From an optimization exercise on the open Yosys and OpenROAD flow, aimed at small area, a short achievable clock period and few clock cycles per item; shortcuts taken in it are not production practice. At most, simulation tests tie the RTL to the original design; equivalence was not proved. Power figures rest on the tool's default switching activity, not on a simulated workload.

==> flow/design.v (excerpt) <==
module babe_dectree (
    input  wire        clk,
    input  wire        rst,
    input  wire        start,
    input  wire        first,
    input  wire [15:0] img_w,
    input  wire [15:0] stripe_y,
    input  wire [15:0] stripe_h,
    output wire        busy,
    output wire        fault,
    input  wire        in_valid,
    input  wire [7:0]  in_data,
    output wire        in_ready,
    output wire        job_valid,
    input  wire        job_ready,
    output wire [15:0] job_x,
    output wire [15:0] job_y,
    output wire [15:0] job_w,
    output wire [15:0] job_h,
    output wire [23:0] job_pal,
    output wire [7:0]  job_idx
);
clock: 6.0 ns
lec_check: 0
cap_margin: 20
core_margin: 2
core_utilization: 40
place_density: 0.6
setup_slack_margin: 2.0
slew_margin: 20
run.sh (not shown) runs the stock make flow with config.mk's settings and CLKGATE_MAP_FILE= SYNTH_SCRIPT=/design/flow/synth_recipe.tcl, a recipe that flattens the netlist after the stock synthesis.
Testbench counts at the start, summed over its fixed seeds: cycles 11,584, jobs 6,997.
Next try:
--- a/flow/design.v
+++ b/flow/design.v
@@ -116,27 +116,12 @@
             c2 = k[1] | (p[1] & k[0]);
             c3 = k[2] | (p[2] & k[1]) | (p[2] & p[1] & k[0]);
             c4 = g[3] & c3;
             add53 = {g[4] ^ c4, g[3] ^ c3, p[2] ^ c2, p[1] ^ c1, p[0]};
         end
     endfunction
-    function ge17;               
-        input [16:0] a, b;
-        reg [31:0] gt, eq;
-        integer l, j;
-        begin
-            gt = {15'd0, a & ~b};
-            eq = {15'h7fff, ~(a ^ b)};
-            for (l = 1; l < 32; l = l * 2)
-                for (j = 0; j < 32; j = j + 2 * l) begin
-                    gt[j] = gt[j + l] | (eq[j + l] & gt[j]);
-                    eq[j] = eq[j + l] & eq[j];
-                end
-            ge17 = gt[0] | eq[0];
-        end
-    endfunction
     function is1;                
         input [15:0] v;
         input        i;
         is1 = i ? (v == 16'd0) : (v == 16'd1);
     endfunction
     function is23;               
@@ -151,23 +136,23 @@
     wire [15:0] fw = nge ? w_lo : w;
     wire [15:0] fh = nge ? h : h_lo;
     wire [15:0] sw = nge ? w_hi : w;
     wire [15:0] sh = nge ? h : h_hi;
     wire [16:0] fa_op = nge ? {1'b0, w} : {w, 1'b1};
     wire [16:0] fb_op = nge ? {h, 1'b0} : {1'b0, h};
-    wire f_ge = ge17(fa_op, fb_op);
+    wire f_ge = fa_op >= fb_op;
     wire [15:0] hlow;            
     genvar gi;
     generate
         for (gi = 0; gi < 16; gi = gi + 1) begin : hl
             if (gi == 0) assign hlow[gi] = 1'b1;
             else         assign hlow[gi] = ~(|h[gi-1:0]);
         end
     endgenerate
     wire w_lo_p1_h = &(~((w_lo ^ h) ^ hlow));      
-    wire s_ge_n = nge ? (f_ge || (w[0] && w_lo_p1_h)) : ge17({w, 1'b0}, {1'b0, h});
+    wire s_ge_n = nge ? (f_ge || (w[0] && w_lo_p1_h)) : ({w, 1'b0} >= {1'b0, h});
     wire f_fun = (is23(fw, 1'b0) && is1(fh, 1'b0)) || (is1(fw, 1'b0) && is23(fh, 1'b0));
     wire s_fun = (is23(sw, 1'b0) && is1(sh, 1'b0)) || (is1(sw, 1'b0) && is23(sh, 1'b0));
     wire s_un  = (w == 16'd2 && h == 16'd1) || (w == 16'd1 && h == 16'd2);
     wire b0  = bb[BW-1];
     wire b1  = bb[BW-2];
     assign in_ready = ir;
@@ -304,30 +289,27 @@
             ir      <= 1'b0;
         end else begin
             walking <= walk_next;
             jv      <= jv_next;
             if (!busy_r) busy_r <= start;
             else         busy_r <= walk_next || jv_next;
-            if (!busy_r)
-                ir <= start && (first || c0);
-            else
-                ir <= walk_next && (cs_nx <= LIM) &&
-                      need_fn(cs_nx, bs_nx[BW-1:BW-11], tv_nx, un_nx, fun_nx);
+            ir <= walk_next && (cs_nx <= LIM) &&
+                  need_fn(cs_nx, bs_nx[BW-1:BW-11], tv_nx, un_nx, fun_nx);
             bb  <= bs_nx;
             c   <= cs_nx;
             tv  <= tv_nx;
             nun <= un_nx;
             nfun <= fun_nx;
             if (jv && job_ready) ord <= ord + 32'd1;
             if (!busy_r && start) begin
                 fault_r <= 1'b0;
                 xe  <= img_w;
                 ye  <= stripe_y + stripe_h;
                 w   <= img_w;
                 h   <= stripe_h;
-                nge <= ge17({1'b0, img_w}, {1'b0, stripe_h});
+                nge <= (img_w >= stripe_h);
                 gw  <= img_w;
                 gh  <= stripe_h;
                 mw  <= msb16(img_w);
                 mh  <= msb16(stripe_h);
                 nd  <= 5'd0;
                 na  <= 5'd0;
Effect: Global-route usage goes up by 0.56 points; power decreases by 1.7%; clock-buffer cell count fell by 1; via count came out higher by 2.3%; worst hold slack is about the same; first-iteration DRC count came out lower by about 2%; die area goes up by 0.37%; utilization rises by 0.36 points.
The RTL of the second run of this note was laid out without a check of its function.

---

Setup of delta:
babe_dectree, a different RTL version from the one above (not shown whole).
Size in the first run: ~3900 cells after synthesis, ~510 flip-flops, about 160 I/O pins, about 37000 um2 of cells after synthesis.
clock: 6.0 ns
lec_check: 0
cap_margin: 20
core_margin: 2
core_utilization: 40
place_density: 0.6
setup_slack_margin: 2.0
slew_margin: 20
What lagoon does differently from delta at the input level:
diff --git a/flow/design.v b/flow/design.v
--- a/flow/design.v
+++ b/flow/design.v
@@ -134,27 +134,20 @@
     wire [15:0] w_hi = inc16(w_lo, w[0]);
     wire [15:0] h_hi = inc16(h_lo, h[0]);
     wire [15:0] fw = nge ? w_lo : w;
     wire [15:0] fh = nge ? h : h_lo;
     wire [15:0] sw = nge ? w_hi : w;
     wire [15:0] sh = nge ? h : h_hi;
     wire [16:0] fa_op = nge ? {1'b0, w} : {w, 1'b1};
     wire [16:0] fb_op = nge ? {h, 1'b0} : {1'b0, h};
+    wire [16:0] sa_op = nge ? {1'b0, w_hi} : {w, 1'b0};
+    wire [16:0] sb_op = {1'b0, h};
     wire f_ge = fa_op >= fb_op;
-    wire [15:0] hlow;            
-    genvar gi;
-    generate
-        for (gi = 0; gi < 16; gi = gi + 1) begin : hl
-            if (gi == 0) assign hlow[gi] = 1'b1;
-            else         assign hlow[gi] = ~(|h[gi-1:0]);
-        end
-    endgenerate
-    wire w_lo_p1_h = &(~((w_lo ^ h) ^ hlow));      
-    wire s_ge_n = nge ? (f_ge || (w[0] && w_lo_p1_h)) : ({w, 1'b0} >= {1'b0, h});
+    wire s_ge_n = sa_op >= sb_op;
     wire f_fun = (is23(fw, 1'b0) && is1(fh, 1'b0)) || (is1(fw, 1'b0) && is23(fh, 1'b0));
     wire s_fun = (is23(sw, 1'b0) && is1(sh, 1'b0)) || (is1(sw, 1'b0) && is23(sh, 1'b0));
     wire s_un  = (w == 16'd2 && h == 16'd1) || (w == 16'd1 && h == 16'd2);
     wire b0  = bb[BW-1];
     wire b1  = bb[BW-2];
     assign in_ready = ir;
     wire load = ir && in_valid;
     wire [BW+7:0] av = {bb, 8'd0} | (load ? ({in_data, {BW{1'b0}}} >> c) : {(BW+8){1'b0}});
- Sort lagoon and delta by tap cell instance count asc -> top: lagoon
- On worst hold slack across all endpoints: lagoon sits above delta.
- When lagoon is set beside delta, its time the final worst path needs with I/O delays and setup turns out to be 0.17 ns smaller.
- lagoon reached the final stage; the timing, DRC and antenna checks on its layout passed.
- delta completed end to end with timing, DRC and antenna clean.
- lagoon against delta: share of final-layout standard cells stronger than drive strength 1 went up 1.0 points, area of the mapped netlist went down 1.1%, fmax went up about 4%, net switching power figure went up about 2%, transition at the pin with the smallest max-transition slack went up 0.024 ns.
- In terms of total met2 wirelength after detailed routing, lagoon and delta differ only marginally.
- Diff delta -> lagoon: count of clock-buffer cells in the layout went up; register share of the cell area moved up; number of enable flip-flop cells after synthesis neither gained nor lost much; power in sequential cells roughly the same.
- lagoon ended with less number of inserted diodes than delta.
Testbench counts of lagoon, summed over its fixed seeds: cycles 11,546, jobs 6,997.
Only the layout flow was run in delta; the RTL was not checked for function there.

## separate check: timing with driven ports
The results above use ideal ports. As a check the final layouts listed here were re-extracted and re-timed, cells and wires unchanged. Step 1 sets driving cells, clkbuf_16 on the clock port and buf_2 on the other inputs (assumed; they add their load-dependent delay and slew). Step 2 adds t to the input delays and takes it off the output delays; t is the mean of the earliest and latest rising clock arrival at the registers after step 1. Input paths then give back, and output paths get back, about the clock's delay inside the block. Three values: ideal, step 1, step 2; two values: the first two.
run | shift t [ns] | setup WS [ns] | pins driven straight from the clock port
the first run of note 1 | 0.722 | 2.071 / 2.071 / 1.426 | 1
the second run of note 1 | 0.735 | 2.018 / 2.018 / 1.456 | 1
delta | 0.715 | 1.723 / 1.723 / 1.499 | 1
lagoon | 0.727 | 1.890 / 1.890 / 1.470 | 1
After both steps setup and hold are still met in every run listed. The setup slack of the first run of note 1, which loses most, moves by 0.000 ns with the drivers and by -0.645 ns with both steps.
